This is an optimization exercise on Yosys and OpenROAD, whose aim is small area, a short achievable clock period and few clock cycles, not a production implementation. Function was checked by simulation only, so behaviour that the tests miss may differ from the original.

$ cat design/flow/run.sh
#!/bin/bash
# synth_recipe.tcl (not shown) runs the flow's synth.tcl, then flattens the netlist and writes it again
# the make line also repeats each setting of config.mk as NAME=value (left out here)
make -C /OpenROAD-flow-scripts/flow DESIGN_CONFIG=/design/flow/config.mk WORK_HOME=/design/flow/orfs CLKGATE_MAP_FILE= SYNTH_SCRIPT=/design/flow/synth_recipe.tcl finish
$ cat design/flow/config.mk
export PLATFORM = sky130hd
export DESIGN_NAME = dcb_ap_core
export DESIGN_NICKNAME = dcb_ap_core
export VERILOG_FILES = /design/flow/design.v
export SDC_FILE = /design/flow/constraint.sdc
export NUM_CORES = 4
export LEC_CHECK = 0
export CAP_MARGIN = 20
export CORE_MARGIN = 2
export CORE_UTILIZATION = 40
export SLEW_MARGIN = 20
$ cat design/flow/constraint.sdc
create_clock -name core_clock -period 22.0 [get_ports {clk}]
set_input_delay 4.4000 -clock core_clock [delete_from_list [all_inputs] [get_ports {clk}]]
set_output_delay 4.4000 -clock core_clock [all_outputs]
set_load 0.01 [all_outputs]
$ cat design/flow/design.v
module pfx_add #(parameter W = 8) (
    input  wire [W-1:0] a,
    input  wire [W-1:0] b,
    input  wire         ci,
    output wire [W-1:0] s,
    output wire         co
);
    localparam L = (W < 2) ? 1 : (W < 4) ? 2 : (W < 8) ? 3 : (W < 16) ? 4 :
                   (W < 32) ? 5 : (W < 64) ? 6 : 7;    
    wire [W:0] g0 = {a & b, ci};
    wire [W:0] p0 = {a ^ b, 1'b0};
    wire [W:0] g [0:L];
    wire [W:0] p [0:L];
    assign g[0] = g0;
    assign p[0] = p0;
    genvar k, i;
    generate
        for (k = 0; k < L; k = k + 1) begin : lv
            for (i = 0; i <= W; i = i + 1) begin : bt
                if ((i >> k) & 1) begin : c
                    localparam integer J = ((i >> k) << k) - 1;
                    assign g[k+1][i] = g[k][i] | (p[k][i] & g[k][J]);
                    assign p[k+1][i] = p[k][i] & p[k][J];
                end else begin : t
                    assign g[k+1][i] = g[k][i];
                    assign p[k+1][i] = p[k][i];
                end
            end
        end
    endgenerate
    assign s  = p0[W:1] ^ g[L][W-1:0];
    assign co = g[L][W];
endmodule
module lzc32 (
    input  wire [31:0] v,
    output wire [4:0]  n,
    output wire        z
);
    wire [31:0] z0 = ~v;
    wire [15:0] z1;  wire [15:0]     c1;
    wire [7:0]  z2;  wire [8*2-1:0]  c2;
    wire [3:0]  z3;  wire [4*3-1:0]  c3;
    wire [1:0]  z4;  wire [2*4-1:0]  c4;
    genvar i;
    generate
        for (i = 0; i < 16; i = i + 1) begin : l1
            assign z1[i] = z0[2*i+1] & z0[2*i];
            assign c1[i] = z0[2*i+1];
        end
        for (i = 0; i < 8; i = i + 1) begin : l2
            assign z2[i] = z1[2*i+1] & z1[2*i];
            assign c2[2*i +: 2] = z1[2*i+1] ? {1'b1, c1[2*i]} : {1'b0, c1[2*i+1]};
        end
        for (i = 0; i < 4; i = i + 1) begin : l3
            assign z3[i] = z2[2*i+1] & z2[2*i];
            assign c3[3*i +: 3] = z2[2*i+1] ? {1'b1, c2[2*(2*i) +: 2]} : {1'b0, c2[2*(2*i+1) +: 2]};
        end
        for (i = 0; i < 2; i = i + 1) begin : l4
            assign z4[i] = z3[2*i+1] & z3[2*i];
            assign c4[4*i +: 4] = z3[2*i+1] ? {1'b1, c3[3*(2*i) +: 3]} : {1'b0, c3[3*(2*i+1) +: 3]};
        end
    endgenerate
    assign z = z4[1] & z4[0];
    assign n = z4[1] ? {1'b1, c4[3:0]} : {1'b0, c4[7:4]};
endmodule
module fp32_add (
    input  wire [31:0] a,
    input  wire [31:0] b,
    output reg  [31:0] y
);
    wire       sa = a[31];
    wire       sb = b[31];
    wire [7:0] ea = a[30:23];
    wire [7:0] eb = b[30:23];
    wire       a_ez = (ea == 8'd0);
    wire       b_ez = (eb == 8'd0);
    wire       a_eo = &ea;
    wire       b_eo = &eb;
    wire       a_fz = (a[22:0] == 23'd0);
    wire       b_fz = (b[22:0] == 23'd0);
    wire       a_nan = a_eo & ~a_fz;
    wire       b_nan = b_eo & ~b_fz;
    wire       a_inf = a_eo & a_fz;
    wire       b_inf = b_eo & b_fz;
    wire [7:0] Ea = {ea[7:1], ea[0] | a_ez};
    wire [7:0] Eb = {eb[7:1], eb[0] | b_ez};
    wire [30:0] cmp_s;
    wire        cmp_co;
    pfx_add #(31) u_cmp (.a(a[30:0]), .b(~b[30:0]), .ci(1'b1), .s(cmp_s), .co(cmp_co));
    wire swap = ~cmp_co;
    wire [7:0] dab, dba;
    wire       dab_co, dba_co;
    pfx_add #(8) u_dab (.a(Ea), .b(~Eb), .ci(1'b1), .s(dab), .co(dab_co));
    pfx_add #(8) u_dba (.a(Eb), .b(~Ea), .ci(1'b1), .s(dba), .co(dba_co));
    wire [7:0] d = swap ? dba : dab;
    wire        s_hi = swap ? sb : sa;
    wire [7:0]  E_hi = swap ? Eb : Ea;
    wire [23:0] m_hi = swap ? {~b_ez, b[22:0]} : {~a_ez, a[22:0]};
    wire [23:0] m_lo = swap ? {~a_ez, a[22:0]} : {~b_ez, b[22:0]};
    wire        sub  = sa ^ sb;
    reg [26:0] al;
    reg        st;
    always @* begin
        al = {m_lo, 3'b000};
        st = 1'b0;
        if (d[0]) begin st = st | al[0];     al = {1'b0,  al[26:1]}; end
        if (d[1]) begin st = st | (|al[1:0]); al = {2'b0,  al[26:2]}; end
        if (d[2]) begin st = st | (|al[3:0]); al = {4'b0,  al[26:4]}; end
        if (d[3]) begin st = st | (|al[7:0]); al = {8'b0,  al[26:8]}; end
        if (d[4]) begin st = st | (|al[15:0]); al = {16'b0, al[26:16]}; end
        if (|d[7:5]) begin st = st | (|al); al = 27'd0; end
    end
    wire [26:0] x_lo = {al[26:1], al[0] | st};
    wire [26:0] sum27;
    wire        sum_co;
    pfx_add #(27) u_sum (.a({m_hi, 3'b000}), .b(sub ? ~x_lo : x_lo), .ci(sub),
                         .s(sum27), .co(sum_co));
    wire        ovf = sum_co & ~sub;           
    wire [7:0] lim = E_hi - 8'd1;
    reg [26:0] mark;
    always @* begin
        mark = 27'd0;
        if (lim < 8'd27) mark[5'd26 - lim[4:0]] = 1'b1;
    end
    wire [26:0] zv = sum27 | mark;
    wire [4:0]  nsh;
    wire        nz_any;
    lzc32 u_lzc (.v({zv, 5'b11111}), .n(nsh), .z(nz_any));
    reg [26:0] r;
    always @* begin
        if (ovf) r = {1'b1, sum27[26:2], sum27[1] | sum27[0]};
        else     r = sum27 << nsh;
    end
    wire        up = r[2] & (r[1] | r[0] | r[3]);
    wire [23:0] m_rnd;
    wire        rnd_co;
    pfx_add #(24) u_rnd (.a(r[26:3]), .b(24'd0), .ci(up), .s(m_rnd), .co(rnd_co));
    wire [4:0] nsh_e = ovf ? 5'd0 : nsh;
    wire [9:0] e_n = {2'b00, E_hi} + {9'd0, ovf} - {5'd0, nsh_e} + {9'd0, rnd_co};
    wire       hid = m_rnd[23] | rnd_co;
    wire [22:0] frac = rnd_co ? 23'd0 : m_rnd[22:0];
    wire       exact0 = sub & (a[30:0] == b[30:0]);    
    always @* begin
        if (a_nan || b_nan || (a_inf && b_inf && sub))
            y = 32'h7FC00000;
        else if (a_inf)
            y = {sa, 8'hFF, 23'd0};
        else if (b_inf)
            y = {sb, 8'hFF, 23'd0};
        else if (exact0)
            y = 32'h00000000;
        else if (e_n >= 10'd255)
            y = {s_hi, 8'hFF, 23'd0};
        else
            y = {s_hi, (hid ? e_n[7:0] : 8'd0), frac};
    end
endmodule
module cmul_m0_core (
    input  wire [23:0] m,
    input  wire [1:0]  sel,
    output wire [47:0] p
);
    wire [23:0] mn = ~m;
    wire [47:0] r0 = (sel == 2'd0) ? ({24'd0, m} << 2) : ((sel == 2'd1) ? ({24'd0, m} << 5) : (({24'd0, m} << 0)));
    wire [47:0] r1 = (sel == 2'd0) ? ({24'd0, m} << 4) : ((sel == 2'd1) ? ({24'd0, mn} << 10) : (({24'd0, mn} << 2)));
    wire [47:0] r2 = (sel == 2'd0) ? ({24'd0, m} << 6) : ((sel == 2'd1) ? ({24'd0, mn} << 12) : (({24'd0, m} << 4)));
    wire [47:0] r3 = (sel == 2'd0) ? ({24'd0, m} << 14) : ((sel == 2'd1) ? ({24'd0, mn} << 17) : (({24'd0, mn} << 6)));
    wire [47:0] r4 = (sel == 2'd0) ? ({24'd0, m} << 16) : ((sel == 2'd1) ? ({24'd0, m} << 20) : (({24'd0, m} << 8)));
    wire [47:0] r5 = (sel == 2'd0) ? ({24'd0, mn} << 20) : ((sel == 2'd1) ? ({24'd0, mn} << 22) : (({24'd0, mn} << 10)));
    wire [47:0] r6 = (sel == 2'd0) ? ({24'd0, mn} << 22) : ((sel == 2'd1) ? ({24'd0, m} << 24) : (({24'd0, m} << 12)));
    wire [47:0] r7 = (sel == 2'd0) ? ({24'd0, m} << 24) : ((sel == 2'd1) ? 48'd0 : (({24'd0, mn} << 14)));
    wire [47:0] r8 = (sel == 2'd0) ? 48'd0 : ((sel == 2'd1) ? 48'd0 : (({24'd0, m} << 16)));
    wire [47:0] r9 = (sel == 2'd0) ? 48'd0 : ((sel == 2'd1) ? 48'd0 : (({24'd0, mn} << 18)));
    wire [47:0] r10 = (sel == 2'd0) ? 48'd0 : ((sel == 2'd1) ? 48'd0 : (({24'd0, m} << 20)));
    wire [47:0] r11 = (sel == 2'd0) ? 48'd0 : ((sel == 2'd1) ? 48'd0 : (({24'd0, mn} << 22)));
    wire [47:0] r12 = (sel == 2'd0) ? 48'd0 : ((sel == 2'd1) ? 48'd0 : (({24'd0, m} << 24)));
    wire [47:0] rc = (sel == 2'd0) ? 48'hb00000500000 : ((sel == 2'd1) ? 48'hbdec00421400 : (48'hbbbbbc444444));
    wire [47:0] s0_0 = r0 ^ r1 ^ r2;
    wire [47:0] c0_0 = (r0 & r1) | (r0 & r2) | (r1 & r2);
    wire [47:0] s0_1 = r3 ^ r4 ^ r5;
    wire [47:0] c0_1 = (r3 & r4) | (r3 & r5) | (r4 & r5);
    wire [47:0] s0_2 = r6 ^ r7 ^ r8;
    wire [47:0] c0_2 = (r6 & r7) | (r6 & r8) | (r7 & r8);
    wire [47:0] s0_3 = r9 ^ r10 ^ r11;
    wire [47:0] c0_3 = (r9 & r10) | (r9 & r11) | (r10 & r11);
    wire [47:0] k0_4 = {c0_0[46:0], 1'b0};
    wire [47:0] k0_5 = {c0_1[46:0], 1'b0};
    wire [47:0] k0_6 = {c0_2[46:0], 1'b0};
    wire [47:0] k0_7 = {c0_3[46:0], 1'b0};
    wire [47:0] s1_8 = s0_0 ^ k0_4 ^ s0_1;
    wire [47:0] c1_8 = (s0_0 & k0_4) | (s0_0 & s0_1) | (k0_4 & s0_1);
    wire [47:0] s1_9 = k0_5 ^ s0_2 ^ k0_6;
    wire [47:0] c1_9 = (k0_5 & s0_2) | (k0_5 & k0_6) | (s0_2 & k0_6);
    wire [47:0] s1_10 = s0_3 ^ k0_7 ^ r12;
    wire [47:0] c1_10 = (s0_3 & k0_7) | (s0_3 & r12) | (k0_7 & r12);
    wire [47:0] k1_11 = {c1_8[46:0], 1'b0};
    wire [47:0] k1_12 = {c1_9[46:0], 1'b0};
    wire [47:0] k1_13 = {c1_10[46:0], 1'b0};
    wire [47:0] s2_14 = s1_8 ^ k1_11 ^ s1_9;
    wire [47:0] c2_14 = (s1_8 & k1_11) | (s1_8 & s1_9) | (k1_11 & s1_9);
    wire [47:0] s2_15 = k1_12 ^ s1_10 ^ k1_13;
    wire [47:0] c2_15 = (k1_12 & s1_10) | (k1_12 & k1_13) | (s1_10 & k1_13);
    wire [47:0] k2_16 = {c2_14[46:0], 1'b0};
    wire [47:0] k2_17 = {c2_15[46:0], 1'b0};
    wire [47:0] s3_18 = s2_14 ^ k2_16 ^ s2_15;
    wire [47:0] c3_18 = (s2_14 & k2_16) | (s2_14 & s2_15) | (k2_16 & s2_15);
    wire [47:0] k3_19 = {c3_18[46:0], 1'b0};
    wire [47:0] s4_20 = s3_18 ^ k3_19 ^ k2_17;
    wire [47:0] c4_20 = (s3_18 & k3_19) | (s3_18 & k2_17) | (k3_19 & k2_17);
    wire [47:0] k4_21 = {c4_20[46:0], 1'b0};
    wire [47:0] s5_22 = s4_20 ^ k4_21 ^ rc;
    wire [47:0] c5_22 = (s4_20 & k4_21) | (s4_20 & rc) | (k4_21 & rc);
    wire [47:0] k5_23 = {c5_22[46:0], 1'b0};
    wire co_unused;
    pfx_add #(48) u_cpa (.a(s5_22), .b(k5_23), .ci(1'b0), .s(p), .co(co_unused));
endmodule
module cmul_m0 (
    input  wire [31:0] x,
    input  wire [1:0]  sel,
    output reg  [31:0] y
);
    wire [7:0]  ex = x[30:23];
    wire        ez = (ex == 8'd0);
    wire        eo = &ex;
    wire        fz = (x[22:0] == 23'd0);
    wire [23:0] mx = {~ez, x[22:0]};
    wire [7:0]  Ex = {ex[7:1], ex[0] | ez};
    wire [47:0] p;
    cmul_m0_core u_core (.m(mx), .sel(sel), .p(p));
    wire        lead = p[47];
    wire [22:0] msk_l = (sel == 2'd0) ? 23'd2097151 : ((sel == 2'd1) ? 23'd262143 : (23'd8388607));
    wire [22:0] msk_n = (sel == 2'd0) ? 23'd1048575 : ((sel == 2'd1) ? 23'd131071 : (23'd4194303));
    wire        st_l = |(x[22:0] & msk_l);
    wire        st_n = |(x[22:0] & msk_n);
    wire [25:0] nm = lead ? {p[47:23], st_l} : {p[46:22], st_n};
    wire [9:0]  ekb = (sel == 2'd0) ? 10'd1023 : ((sel == 2'd1) ? 10'd1022 : (10'd1019));
    wire [9:0]  E = {2'b00, Ex} + ekb + {9'd0, lead};
    wire        uf = E[9] | (E == 10'd0);       
    wire [9:0]  rsh = 10'd1 - E;
    reg  [25:0] sm;
    always @* begin
        sm = nm;
        if (uf) begin
            if (rsh[0]) sm = {1'd0, sm[25:2], |sm[1:0]};
            if (rsh[1]) sm = {2'd0, sm[25:3], |sm[2:0]};
            if (rsh[2]) sm = {4'd0, sm[25:5], |sm[4:0]};
        end
    end
    wire        up = sm[1] & (sm[0] | sm[2]);
    wire [23:0] m_rnd;
    wire        rco;
    pfx_add #(24) u_rnd (.a(sm[25:2]), .b(24'd0), .ci(up), .s(m_rnd), .co(rco));
    wire [7:0]  Eo = uf ? 8'd1 : E[7:0];
    wire [7:0]  Er = Eo + {7'd0, rco};
    wire        hid = m_rnd[23] | rco;
    always @* begin
        if (eo)
            y = fz ? {x[31], 8'hFF, 23'd0} : 32'h7FC00000;
        else if (ez && fz)
            y = {x[31], 31'd0};
        else
            y = {x[31], hid ? Er : 8'd0, rco ? 23'd0 : m_rnd[22:0]};
    end
endmodule
module cmul_m1_core (
    input  wire [23:0] m,
    input  wire [0:0]  sel,
    output wire [47:0] p
);
    wire [23:0] mn = ~m;
    wire [47:0] r0 = (sel == 1'd0) ? ({24'd0, mn} << 2) : (({24'd0, mn} << 0));
    wire [47:0] r1 = (sel == 1'd0) ? ({24'd0, m} << 9) : (({24'd0, m} << 3));
    wire [47:0] r2 = (sel == 1'd0) ? ({24'd0, m} << 13) : (({24'd0, mn} << 9));
    wire [47:0] r3 = (sel == 1'd0) ? ({24'd0, mn} << 15) : (({24'd0, mn} << 12));
    wire [47:0] r4 = (sel == 1'd0) ? ({24'd0, mn} << 20) : (({24'd0, m} << 14));
    wire [47:0] r5 = (sel == 1'd0) ? ({24'd0, m} << 24) : (({24'd0, mn} << 16));
    wire [47:0] r6 = (sel == 1'd0) ? 48'd0 : (({24'd0, mn} << 18));
    wire [47:0] r7 = (sel == 1'd0) ? 48'd0 : (({24'd0, mn} << 21));
    wire [47:0] r8 = (sel == 1'd0) ? 48'd0 : (({24'd0, m} << 24));
    wire [47:0] rc = (sel == 1'd0) ? 48'hef7ffc108004 : (48'hdaedff251201);
    wire [47:0] s0_0 = r0 ^ r1 ^ r2;
    wire [47:0] c0_0 = (r0 & r1) | (r0 & r2) | (r1 & r2);
    wire [47:0] s0_1 = r3 ^ r4 ^ r5;
    wire [47:0] c0_1 = (r3 & r4) | (r3 & r5) | (r4 & r5);
    wire [47:0] s0_2 = r6 ^ r7 ^ r8;
    wire [47:0] c0_2 = (r6 & r7) | (r6 & r8) | (r7 & r8);
    wire [47:0] k0_3 = {c0_0[46:0], 1'b0};
    wire [47:0] k0_4 = {c0_1[46:0], 1'b0};
    wire [47:0] k0_5 = {c0_2[46:0], 1'b0};
    wire [47:0] s1_6 = s0_0 ^ k0_3 ^ s0_1;
    wire [47:0] c1_6 = (s0_0 & k0_3) | (s0_0 & s0_1) | (k0_3 & s0_1);
    wire [47:0] s1_7 = k0_4 ^ s0_2 ^ k0_5;
    wire [47:0] c1_7 = (k0_4 & s0_2) | (k0_4 & k0_5) | (s0_2 & k0_5);
    wire [47:0] k1_8 = {c1_6[46:0], 1'b0};
    wire [47:0] k1_9 = {c1_7[46:0], 1'b0};
    wire [47:0] s2_10 = s1_6 ^ k1_8 ^ s1_7;
    wire [47:0] c2_10 = (s1_6 & k1_8) | (s1_6 & s1_7) | (k1_8 & s1_7);
    wire [47:0] k2_11 = {c2_10[46:0], 1'b0};
    wire [47:0] s3_12 = s2_10 ^ k2_11 ^ k1_9;
    wire [47:0] c3_12 = (s2_10 & k2_11) | (s2_10 & k1_9) | (k2_11 & k1_9);
    wire [47:0] k3_13 = {c3_12[46:0], 1'b0};
    wire [47:0] s4_14 = s3_12 ^ k3_13 ^ rc;
    wire [47:0] c4_14 = (s3_12 & k3_13) | (s3_12 & rc) | (k3_13 & rc);
    wire [47:0] k4_15 = {c4_14[46:0], 1'b0};
    wire co_unused;
    pfx_add #(48) u_cpa (.a(s4_14), .b(k4_15), .ci(1'b0), .s(p), .co(co_unused));
endmodule
module cmul_m1 (
    input  wire [31:0] x,
    input  wire [0:0]  sel,
    output reg  [31:0] y
);
    wire [7:0]  ex = x[30:23];
    wire        ez = (ex == 8'd0);
    wire        eo = &ex;
    wire        fz = (x[22:0] == 23'd0);
    wire [23:0] mx = {~ez, x[22:0]};
    wire [7:0]  Ex = {ex[7:1], ex[0] | ez};
    wire [47:0] p;
    cmul_m1_core u_core (.m(mx), .sel(sel), .p(p));
    wire        lead = p[47];
    wire [22:0] msk_l = (sel == 1'd0) ? 23'd2097151 : (23'd8388607);
    wire [22:0] msk_n = (sel == 1'd0) ? 23'd1048575 : (23'd4194303);
    wire        st_l = |(x[22:0] & msk_l);
    wire        st_n = |(x[22:0] & msk_n);
    wire [25:0] nm = lead ? {p[47:23], st_l} : {p[46:22], st_n};
    wire [9:0]  ekb = (sel == 1'd0) ? 10'd1023 : (10'd1023);
    wire [9:0]  E = {2'b00, Ex} + ekb + {9'd0, lead};
    wire        uf = E[9] | (E == 10'd0);       
    wire [9:0]  rsh = 10'd1 - E;
    reg  [25:0] sm;
    always @* begin
        sm = nm;
        if (uf) begin
            if (rsh[0]) sm = {1'd0, sm[25:2], |sm[1:0]};
            if (rsh[1]) sm = {2'd0, sm[25:3], |sm[2:0]};
            if (rsh[2]) sm = {4'd0, sm[25:5], |sm[4:0]};
        end
    end
    wire        up = sm[1] & (sm[0] | sm[2]);
    wire [23:0] m_rnd;
    wire        rco;
    pfx_add #(24) u_rnd (.a(sm[25:2]), .b(24'd0), .ci(up), .s(m_rnd), .co(rco));
    wire [7:0]  Eo = uf ? 8'd1 : E[7:0];
    wire [7:0]  Er = Eo + {7'd0, rco};
    wire        hid = m_rnd[23] | rco;
    always @* begin
        if (eo)
            y = fz ? {x[31], 8'hFF, 23'd0} : 32'h7FC00000;
        else if (ez && fz)
            y = {x[31], 31'd0};
        else
            y = {x[31], hid ? Er : 8'd0, rco ? 23'd0 : m_rnd[22:0]};
    end
endmodule
module cmul_m2_core (
    input  wire [23:0] m,
    input  wire [0:0]  sel,
    output wire [47:0] p
);
    wire [23:0] mn = ~m;
    wire [47:0] r0 = (sel == 1'd0) ? ({24'd0, mn} << 2) : (({24'd0, mn} << 0));
    wire [47:0] r1 = (sel == 1'd0) ? ({24'd0, m} << 5) : (({24'd0, m} << 4));
    wire [47:0] r2 = (sel == 1'd0) ? ({24'd0, m} << 7) : (({24'd0, m} << 11));
    wire [47:0] r3 = (sel == 1'd0) ? ({24'd0, mn} << 10) : (({24'd0, mn} << 13));
    wire [47:0] r4 = (sel == 1'd0) ? ({24'd0, m} << 16) : (({24'd0, m} << 16));
    wire [47:0] r5 = (sel == 1'd0) ? ({24'd0, mn} << 18) : (({24'd0, mn} << 19));
    wire [47:0] r6 = (sel == 1'd0) ? ({24'd0, m} << 24) : (({24'd0, m} << 24));
    wire [47:0] rc = (sel == 1'd0) ? 48'hfbfbfc040404 : (48'hf7dfff082001);
    wire [47:0] s0_0 = r0 ^ r1 ^ r2;
    wire [47:0] c0_0 = (r0 & r1) | (r0 & r2) | (r1 & r2);
    wire [47:0] s0_1 = r3 ^ r4 ^ r5;
    wire [47:0] c0_1 = (r3 & r4) | (r3 & r5) | (r4 & r5);
    wire [47:0] k0_2 = {c0_0[46:0], 1'b0};
    wire [47:0] k0_3 = {c0_1[46:0], 1'b0};
    wire [47:0] s1_4 = s0_0 ^ k0_2 ^ s0_1;
    wire [47:0] c1_4 = (s0_0 & k0_2) | (s0_0 & s0_1) | (k0_2 & s0_1);
    wire [47:0] s1_5 = k0_3 ^ r6 ^ rc;
    wire [47:0] c1_5 = (k0_3 & r6) | (k0_3 & rc) | (r6 & rc);
    wire [47:0] k1_6 = {c1_4[46:0], 1'b0};
    wire [47:0] k1_7 = {c1_5[46:0], 1'b0};
    wire [47:0] s2_8 = s1_4 ^ k1_6 ^ s1_5;
    wire [47:0] c2_8 = (s1_4 & k1_6) | (s1_4 & s1_5) | (k1_6 & s1_5);
    wire [47:0] k2_9 = {c2_8[46:0], 1'b0};
    wire [47:0] s3_10 = s2_8 ^ k2_9 ^ k1_7;
    wire [47:0] c3_10 = (s2_8 & k2_9) | (s2_8 & k1_7) | (k2_9 & k1_7);
    wire [47:0] k3_11 = {c3_10[46:0], 1'b0};
    wire co_unused;
    pfx_add #(48) u_cpa (.a(s3_10), .b(k3_11), .ci(1'b0), .s(p), .co(co_unused));
endmodule
module cmul_m2 (
    input  wire [31:0] x,
    input  wire [0:0]  sel,
    output reg  [31:0] y
);
    wire [7:0]  ex = x[30:23];
    wire        ez = (ex == 8'd0);
    wire        eo = &ex;
    wire        fz = (x[22:0] == 23'd0);
    wire [23:0] mx = {~ez, x[22:0]};
    wire [7:0]  Ex = {ex[7:1], ex[0] | ez};
    wire [47:0] p;
    cmul_m2_core u_core (.m(mx), .sel(sel), .p(p));
    wire        lead = p[47];
    wire [22:0] msk_l = (sel == 1'd0) ? 23'd2097151 : (23'd8388607);
    wire [22:0] msk_n = (sel == 1'd0) ? 23'd1048575 : (23'd4194303);
    wire        st_l = |(x[22:0] & msk_l);
    wire        st_n = |(x[22:0] & msk_n);
    wire [25:0] nm = lead ? {p[47:23], st_l} : {p[46:22], st_n};
    wire [9:0]  ekb = (sel == 1'd0) ? 10'd1023 : (10'd1023);
    wire [9:0]  E = {2'b00, Ex} + ekb + {9'd0, lead};
    wire        uf = E[9] | (E == 10'd0);       
    wire [9:0]  rsh = 10'd1 - E;
    reg  [25:0] sm;
    always @* begin
        sm = nm;
        if (uf) begin
            if (rsh[0]) sm = {1'd0, sm[25:2], |sm[1:0]};
            if (rsh[1]) sm = {2'd0, sm[25:3], |sm[2:0]};
            if (rsh[2]) sm = {4'd0, sm[25:5], |sm[4:0]};
        end
    end
    wire        up = sm[1] & (sm[0] | sm[2]);
    wire [23:0] m_rnd;
    wire        rco;
    pfx_add #(24) u_rnd (.a(sm[25:2]), .b(24'd0), .ci(up), .s(m_rnd), .co(rco));
    wire [7:0]  Eo = uf ? 8'd1 : E[7:0];
    wire [7:0]  Er = Eo + {7'd0, rco};
    wire        hid = m_rnd[23] | rco;
    always @* begin
        if (eo)
            y = fz ? {x[31], 8'hFF, 23'd0} : 32'h7FC00000;
        else if (ez && fz)
            y = {x[31], 31'd0};
        else
            y = {x[31], hid ? Er : 8'd0, rco ? 23'd0 : m_rnd[22:0]};
    end
endmodule
module dcb_ap_core (
    input  wire        clk,
    input  wire        rst,         
    input  wire        cmd_valid,
    output wire        cmd_ready,
    input  wire [31:0] cmd,
    input  wire [31:0] opa,
    output reg         res_valid,
    output reg  [31:0] resa
);
    localparam [7:0] OP_NOP      = 8'h00;
    localparam [7:0] OP_READ     = 8'h06;
    localparam [7:0] OP_STCLR    = 8'h07;
    localparam [7:0] OP_DCB_STEP = 8'h10;
    localparam [7:0] OP_AP_STEP  = 8'h11;
    localparam [31:0] NZ = 32'h80000000;    
    localparam [2:0] K_AP   = 3'd0;
    localparam [2:0] K_DCB  = 3'd1;
    localparam [2:0] K_ZERO = 3'd2;         
    localparam [2:0] K_RST  = 3'd3;         
    localparam [2:0] K_CLR  = 3'd4;         
    localparam [2:0] K_ILL  = 3'd5;         
    reg        q_v [0:1];
    reg [2:0]  q_k [0:1];
    reg [1:0]  q_i [0:1];
    reg [31:0] q_x [0:1];
    reg [4:0]  q_t [0:1];
    reg [4:0]  tag_in;         
    reg [4:0]  hd;             
    localparam NB = 6;
    reg        b_v [0:NB-1];
    reg [4:0]  b_t [0:NB-1];
    reg [31:0] b_d [0:NB-1];
    reg [3:0]  ovcnt;          
    reg        v   [0:8];
    reg        ap  [0:8];     
    reg        dc  [0:8];     
    reg [1:0]  ins [0:8];
    reg [4:0]  tg  [0:8];     
    reg        ov  [0:8];     
    reg [31:0] val [0:8];
    reg [31:0] ca1, ca2;                  
    reg [31:0] cb1, cb2, cb3, cb4, cb5;   
    reg [31:0] cc4, cc5, cc6, cc7, cc8;   
    reg        ill;
    reg [31:0] xp0 [0:3];
    reg [31:0] yp0 [0:3];
    reg [31:0] yp1 [0:3];
    reg [31:0] yp2 [0:3];
    reg [31:0] ds  [0:2];
    reg [31:0] dt1 [0:2];
    wire [7:0] c_op  = cmd[7:0];
    wire [3:0] c_sel = cmd[11:8];
    wire       c_rsv = |cmd[31:12];
    reg  [2:0] c_k;
    always @* begin
        if (!c_rsv && c_op == OP_AP_STEP && c_sel < 4'd4)       c_k = K_AP;
        else if (!c_rsv && c_op == OP_DCB_STEP && c_sel < 4'd3) c_k = K_DCB;
        else if (!c_rsv && c_op == OP_NOP && c_sel == 4'd0)     c_k = K_ZERO;
        else if (!c_rsv && c_op == OP_READ && c_sel < 4'd3)     c_k = K_ZERO;
        else if (!c_rsv && c_op == OP_READ && c_sel == 4'd3)    c_k = K_RST;
        else if (!c_rsv && c_op == OP_STCLR && c_sel == 4'd0)   c_k = K_CLR;
        else                                                    c_k = K_ILL;
    end
    function ready;
        input [2:0] k;
        input [1:0] i;
        begin
            ready = !((v[0] && ((ap[0] && k == K_AP) || (dc[0] && k == K_DCB)) && ins[0] == i) ||
                      (v[1] && ((ap[1] && k == K_AP) || (dc[1] && k == K_DCB)) && ins[1] == i));
        end
    endfunction
    wire q0_f = (q_k[0] == K_AP) || (q_k[0] == K_DCB);
    wire q1_f = (q_k[1] == K_AP) || (q_k[1] == K_DCB);
    reg [3:0] occ;
    integer b;
    always @* begin
        occ = 4'd0;
        for (b = 0; b < NB; b = b + 1) occ = occ + {3'd0, b_v[b]};
    end
    wire room = ({1'b0, occ} + {1'b0, ovcnt}) < NB;
    wire iss0 = q_v[0] && ready(q_k[0], q_i[0]);
    wire iss1 = !iss0 && q_v[0] && q_v[1] && q0_f && q1_f && room &&
                !(q_k[0] == q_k[1] && q_i[0] == q_i[1]) && ready(q_k[1], q_i[1]);
    wire issue = iss0 || iss1;
    wire [2:0]  f_k = iss0 ? q_k[0] : q_k[1];
    wire [1:0]  f_i = iss0 ? q_i[0] : q_i[1];
    wire [31:0] f_x = iss0 ? q_x[0] : q_x[1];
    wire [4:0]  f_t = iss0 ? q_t[0] : q_t[1];
    wire f_ap = (f_k == K_AP);
    wire f_dc = (f_k == K_DCB);
    assign cmd_ready = !q_v[1] || issue;
    wire accept = cmd_valid && cmd_ready;
    wire [31:0] a0_y;
    fp32_add u_a0 (.a(val[0]), .b(ap[0] ? yp0[ins[0]] : NZ), .y(a0_y));
    wire [31:0] m0_y;
    wire [1:0]  m0_sel = dc[1] ? 2'd2 : {1'b0, ins[1][0]};
    cmul_m0 u_m0 (.x(dc[1] ? ds[ins[1]] : val[1]), .sel(m0_sel), .y(m0_y));
    wire [31:0] m0_o = (ap[1] || dc[1]) ? m0_y : val[1];
    wire [31:0] s0_y;
    fp32_add u_s0 (.a(dc[2] ? cb2 : val[2]),
                   .b(dc[2] ? (val[2] ^ NZ) : ap[2] ? (ca2 ^ NZ) : NZ),
                   .y(s0_y));
    wire [31:0] a1_y;
    fp32_add u_a1 (.a(val[3]),
                   .b(ap[3] ? yp1[ins[3]] : dc[3] ? dt1[ins[3]] : NZ),
                   .y(a1_y));
    wire [31:0] m1_y;
    cmul_m1 u_m1 (.x(val[4]), .sel(ins[4][0]), .y(m1_y));
    wire [31:0] m1_o = ap[4] ? m1_y : val[4];
    wire [31:0] s1_y;
    fp32_add u_s1 (.a(val[5]), .b((ap[5] || dc[5]) ? (cb5 ^ NZ) : NZ), .y(s1_y));
    wire [31:0] s1_o = ap[5] ? s1_y : val[5];
    wire [31:0] a2_y;
    fp32_add u_a2 (.a(val[6]), .b(ap[6] ? yp2[ins[6]] : NZ), .y(a2_y));
    wire [31:0] m2_y;
    cmul_m2 u_m2 (.x(val[7]), .sel(ins[7][0]), .y(m2_y));
    wire [31:0] m2_o = ap[7] ? m2_y : val[7];
    wire [31:0] s2_y;
    fp32_add u_s2 (.a(val[8]), .b(ap[8] ? (cc8 ^ NZ) : NZ), .y(s2_y));
    integer p;
    wire       r0_v = iss0 ? q_v[1] : q_v[0];
    wire       r1_v = iss0 ? 1'b0 : iss1 ? 1'b0 : q_v[1];
    wire       c_hd = v[8] && tg[8] == hd;
    reg        b_hit;
    reg [2:0]  b_hi;            
    reg [2:0]  b_fr;            
    always @* begin
        b_hit = 1'b0; b_hi = 3'd0; b_fr = 3'd0;
        for (b = NB - 1; b >= 0; b = b - 1) begin
            if (b_v[b] && b_t[b] == hd) begin b_hit = 1'b1; b_hi = b; end
            if (!b_v[b]) b_fr = b;
        end
    end
    wire [2:0] b_wr = b_hit ? b_hi : b_fr;
    wire       b_we = v[8] && !c_hd;
    always @(posedge clk) begin
        if (rst) begin
            q_v[0]    <= 1'b0;
            q_v[1]    <= 1'b0;
            tag_in    <= 5'd0;
            hd        <= 5'd0;
            ovcnt     <= 4'd0;
            ill       <= 1'b0;
            res_valid <= 1'b0;
            for (p = 0; p < 9; p = p + 1) v[p] <= 1'b0;
            for (b = 0; b < NB; b = b + 1) b_v[b] <= 1'b0;
        end else begin
            if (accept) tag_in <= tag_in + 5'd1;
            q_v[0] <= r0_v || accept;
            q_v[1] <= r0_v && (r1_v || accept);
            if (iss0) begin
                q_k[0] <= q_v[1] ? q_k[1] : c_k;
                q_i[0] <= q_v[1] ? q_i[1] : c_sel[1:0];
                q_x[0] <= q_v[1] ? q_x[1] : opa;
                q_t[0] <= q_v[1] ? q_t[1] : tag_in;
            end else if (!q_v[0]) begin
                q_k[0] <= c_k;
                q_i[0] <= c_sel[1:0];
                q_x[0] <= opa;
                q_t[0] <= tag_in;
            end
            if (iss0 || iss1 || !q_v[1]) begin
                q_k[1] <= c_k;
                q_i[1] <= c_sel[1:0];
                q_x[1] <= opa;
                q_t[1] <= tag_in;
            end
            if (issue) begin
                if (f_k == K_CLR) ill <= 1'b0;
                if (f_k == K_ILL) ill <= 1'b1;
            end
            v[0] <= issue;
            for (p = 1; p < 9; p = p + 1) v[p] <= v[p-1];
            ovcnt <= ovcnt + {3'd0, iss1} - {3'd0, v[8] && ov[8]};
            res_valid <= c_hd || b_hit;
            if (c_hd || b_hit) hd <= hd + 5'd1;
            if (b_hit) b_v[b_hi] <= 1'b0;
            if (b_we)  b_v[b_wr] <= 1'b1;
        end
    end
    always @(posedge clk) begin
        resa <= c_hd ? s2_y : b_d[b_hi];
        if (b_we) begin
            b_t[b_wr] <= tg[8];
            b_d[b_wr] <= s2_y;
        end
    end
    always @(posedge clk) begin
        ap[0]  <= f_ap;
        dc[0]  <= f_dc;
        ins[0] <= f_i;
        tg[0]  <= f_t;
        ov[0]  <= iss1;
        val[0] <= (f_ap || f_dc) ? f_x : (f_k == K_RST) ? {31'd0, ill} : 32'd0;
        for (p = 1; p < 9; p = p + 1) begin
            ap[p]  <= ap[p-1];
            dc[p]  <= dc[p-1];
            ins[p] <= ins[p-1];
            tg[p]  <= tg[p-1];
            ov[p]  <= ov[p-1];
        end
        val[1] <= a0_y;
        ca1    <= xp0[ins[0]];
        cb1    <= dc[0] ? val[0] : yp0[ins[0]];
        val[2] <= m0_o;   ca2 <= ca1; cb2 <= cb1;
        val[3] <= s0_y;   cb3 <= cb2;
        val[4] <= a1_y;   cb4 <= cb3; cc4 <= yp1[ins[3]];
        val[5] <= m1_o;   cb5 <= cb4; cc5 <= cc4;
        val[6] <= s1_o;   cc6 <= cc5;
        val[7] <= a2_y;   cc7 <= cc6;
        val[8] <= m2_o;   cc8 <= cc7;
    end
    integer j;
    always @(posedge clk) begin
        for (j = 0; j < 4; j = j + 1) begin
            if (rst || (v[0] && ap[0] && ins[0] == j)) xp0[j] <= rst ? 32'd0 : val[0];
            if (rst || (v[2] && ap[2] && ins[2] == j)) yp0[j] <= rst ? 32'd0 : s0_y;
            if (rst || (v[5] && ap[5] && ins[5] == j)) yp1[j] <= rst ? 32'd0 : s1_y;
            if (rst || (v[8] && ap[8] && ins[8] == j)) yp2[j] <= rst ? 32'd0 : s2_y;
        end
        for (j = 0; j < 3; j = j + 1) begin
            if (rst || (v[3] && dc[3] && ins[3] == j)) ds[j]  <= rst ? 32'd0 : a1_y;
            if (rst || (v[5] && dc[5] && ins[5] == j)) dt1[j] <= rst ? 32'd0 : s1_y;
        end
    end
endmodule
==> metrics.yaml <==
status: "no timing/DRC/antenna violations"
synth_common_cells: "nand2_1 (2041), nor2_1 (1675), inv_1 (1340), a21oi_1 (1200), ha_1 (1020)"
via_per_inst: 6.16
grt_setup_unrepaired: "no"
first_pass_iters: 9
grt_max_degree: 87
numCtsBuffers: 189
yosys-top-cells-area: "edfxtp_1 (19%), dfxtp_1 (10%), fa_1 (7.9%), ha_1 (7.8%), nand2_1 (4.7%)"
rows: 234
max_freq_mhz: 50.3
path_common_cell: "a21o_1"
cts_tree: "built"
synth_ff_type: "edfxtp_1"
rr_startpoint: "ap[5]$_DFF_P_"
grt_pass1_vias: 140000
gp_congestion: 1.01
dieWidth_um: 642
worstPathArrival_ns: 20.46
slowest_stage: "o311ai_2"
fin_crit_ns: 19.89
reg2reg_depth: 61
setup_viol: 0
final_util: 0.434
post-cts-setup-buffers: 0
tightest_slew_ns: 1.32
cpPeakStageDelay_ns: 0.86
die_h_um: 642
synth.most_common_cell: "nand2_1"
track_usage: 0.286
antenna_found_initial: 13
syn_area_per_cell_um2: 8.71
wl_per_cell_um: 25.7
drt_wl_total_mm: 616
yosysSeqAreaShare: 0.288
worst-path-buf-inv: 7
skew_ns: 0.0921
grt-ovfl-total: 0
crit_fanout: 56
clock_latency_ns: 0.93
slew_headroom: 0.123
critPathTopFamily: "simple AND/OR/NAND/NOR gates"
cts_resized: 0
start_util: 0.401
drtAntennaViolNets: 0
cts.clk_slew.worst_paths_ns: 0.08
drv_slew: 0
r2r_slack_ns: 2.11
ys_warn_count: 46
htreeDepth: 4
crit_type: "flop to flop"
ios: 101
hold_viol: 0
grt_pass1_wl_mm: 914
die_area_um2: 412000
setup.worst_path.start_class: "flop"
core_area_um2: 406000
drc: 0
cts-root-buf: "clkbuf_16"
fin_setup_tns_ns: 0
clockBufferDepth: 4
hold_path_depth: 0
synth_edf_count: 1010
period_share: 0.904
syn_area_um2: 163000
min_to: "cb4[23]$_DFF_P_"
nets: 20100
area_growth_pct: 8.07
place_hpwl_mm: 479
port_buffers: 100
ys_ff_latch: 1834
ys_types: 156
drive_gt1_frac: 0.0797
syn_nets: 20400
clock_sinks: 1834
cp.required_ns: 22.57
synthArstFlopShare: 0
synth_top_area_cell: "edfxtp_1"
min-delay-start: "cb3[23]$_DFF_P_"
syn_inst: 18700
drt_iter0_drc: 17100
cts.hold.buffers_added: 0
vias: 147000
critPathCaptureType: "flop"
yosys.area.top_type_share: 0.186
hold_class: "flop to flop"
maxCapViolCount: 0
reg2reg_to: "yp1[1][16]$_DFFE_PP_"
==> logic make-up (layout without fill, tap and decap cells) <==
| logic type | count (synthesis) | after routing | synth area share |
|---|---|---|---|
| adder cells (fa/ha/maj) | 1664 | 1664 | 0.158 |
| buffers and inverters | 2325 | 2128 | 0.0564 |
| flip-flops | 1834 | 1834 | 0.288 |
| AND/OR/NAND/NOR | 6351 | 6351 | 0.185 |
| other | 0 | 4 | 0 |
| AO/OA/AOI/OAI | 4865 | 4865 | 0.202 |
| XOR/XNOR | 736 | 736 | 0.0403 |
| multiplexers | 909 | 909 | 0.0715 |
==> area by class of cell <==
type	instances	area [µm²]
tap	5428	6790
antenna	4	10.0
multi-input combinational	14500	107000
sequential	1834	46800
clock inverter	81	855
fill	39900	230000
clock buffer	271	5520
inverter	1349	5060
timing repair buffer	427	3450
==> flip-flops by register name, summed over array words and instances, names as in the netlist, 45 cells and up <==
signal  flops
dt1        96
xp0       128
tg         45
b_d       192
val       288
ds         96
yp2       128
yp0       128
yp1       128
q_x        64
==> per-stage QoR <==
stage	instances	setup WS, ns	hold WS, ns	area [µm²]
global route	23900	1.11	0.283	176000
CTS	23900	2.54	0.266	176000
global placement	23600	2.24	0.310	169000
detailed placement	23600	2.64	0.312	169000
floorplan	18700	6.24	0.310	163000
finish	23900	2.11	0.277	176000
==> worst max-delay path by stage <==
| stage | start | endpoint | slack [ns] | cells past startpoint |
|---|---|---|---|---|
| CTS | ap[5]$_DFF_P_ | yp1[1][16]$_DFFE_PP_ | 2.54 | 61 |
| floorplan | dc[2]$_DFF_P_ | yp0[0][15]$_DFFE_PP_ | 6.24 | 72 |
| global route | ins[3][1]$_DFF_P_ | ds[2][4]$_DFFE_PP_ | 1.11 | 67 |
| detailed placement | ap[5]$_DFF_P_ | yp1[2][16]$_DFFE_PP_ | 2.64 | 61 |
| finish | ap[5]$_DFF_P_ | yp1[1][16]$_DFFE_PP_ | 2.11 | 61 |
| global placement | ap[5]$_DFF_P_ | yp1[0][16]$_DFFE_PP_ | 2.24 | 62 |
==> cell usage in the layout (no fill, tap or decap), types with 213 or more instances in the layout <==
cell type	Yosys	routed
a211oi_1	257	254
nand3_1	523	523
fa_1	644	644
inv_1	1340	1338
buf_4	35	324
o21ai_0	916	902
a21o_1	258	258
a21oi_1	1200	1195
ha_1	1020	1009
and2_1	213	213
nor3_1	434	430
dfxtp_1	824	812
mux2_2	247	247
nand4_1	235	235
nand2_1	2041	2037
xnor2_1	495	489
mux2i_1	482	482
xor2_1	233	229
nor2_1	1675	1659
edfxtp_1	1010	1010
==> layer usage <==
metal  up-vias  GRT usage  wire (µm)
li1      67300          -          -
met1     71500      0.373     251000
met2      7086      0.466     283000
met3      1493     0.0402      46900
met4         0      0.137      34700
met5         -          0          0
Testbench counts, summed over its fixed seeds: cycles 26,958.

-- afterwards: timing with drivers on the ports --
The results above use ideal ports. As a check the final layout listed here was re-extracted and re-timed, cells and wires unchanged. Step 1: set_driving_cell puts a clkbuf_16 on clk and a buf_2 on each other input, an assumption about the parent block. Step 2 moves the port delays by t, midway between the first and last clock arrival at a register: inputs arrive t later, outputs are due t later. That takes back most of the time a late clock gives input paths. Three values: no drivers, after step 1, after step 2; two values: the first two.
t, ns: 1.006
slack for setup (ns): 2.108 / 2.108 / 2.108
worst hold slack (ns): 0.277 / 0.277 / 0.277
worst register clock-pin slew, ns: 0.08 / 0.08
cell pins on the clock port's net: 1
After both steps setup and hold are still met in this run. The setup slack of this run moves by 0.000 ns with the drivers and by 0.000 ns with both steps.
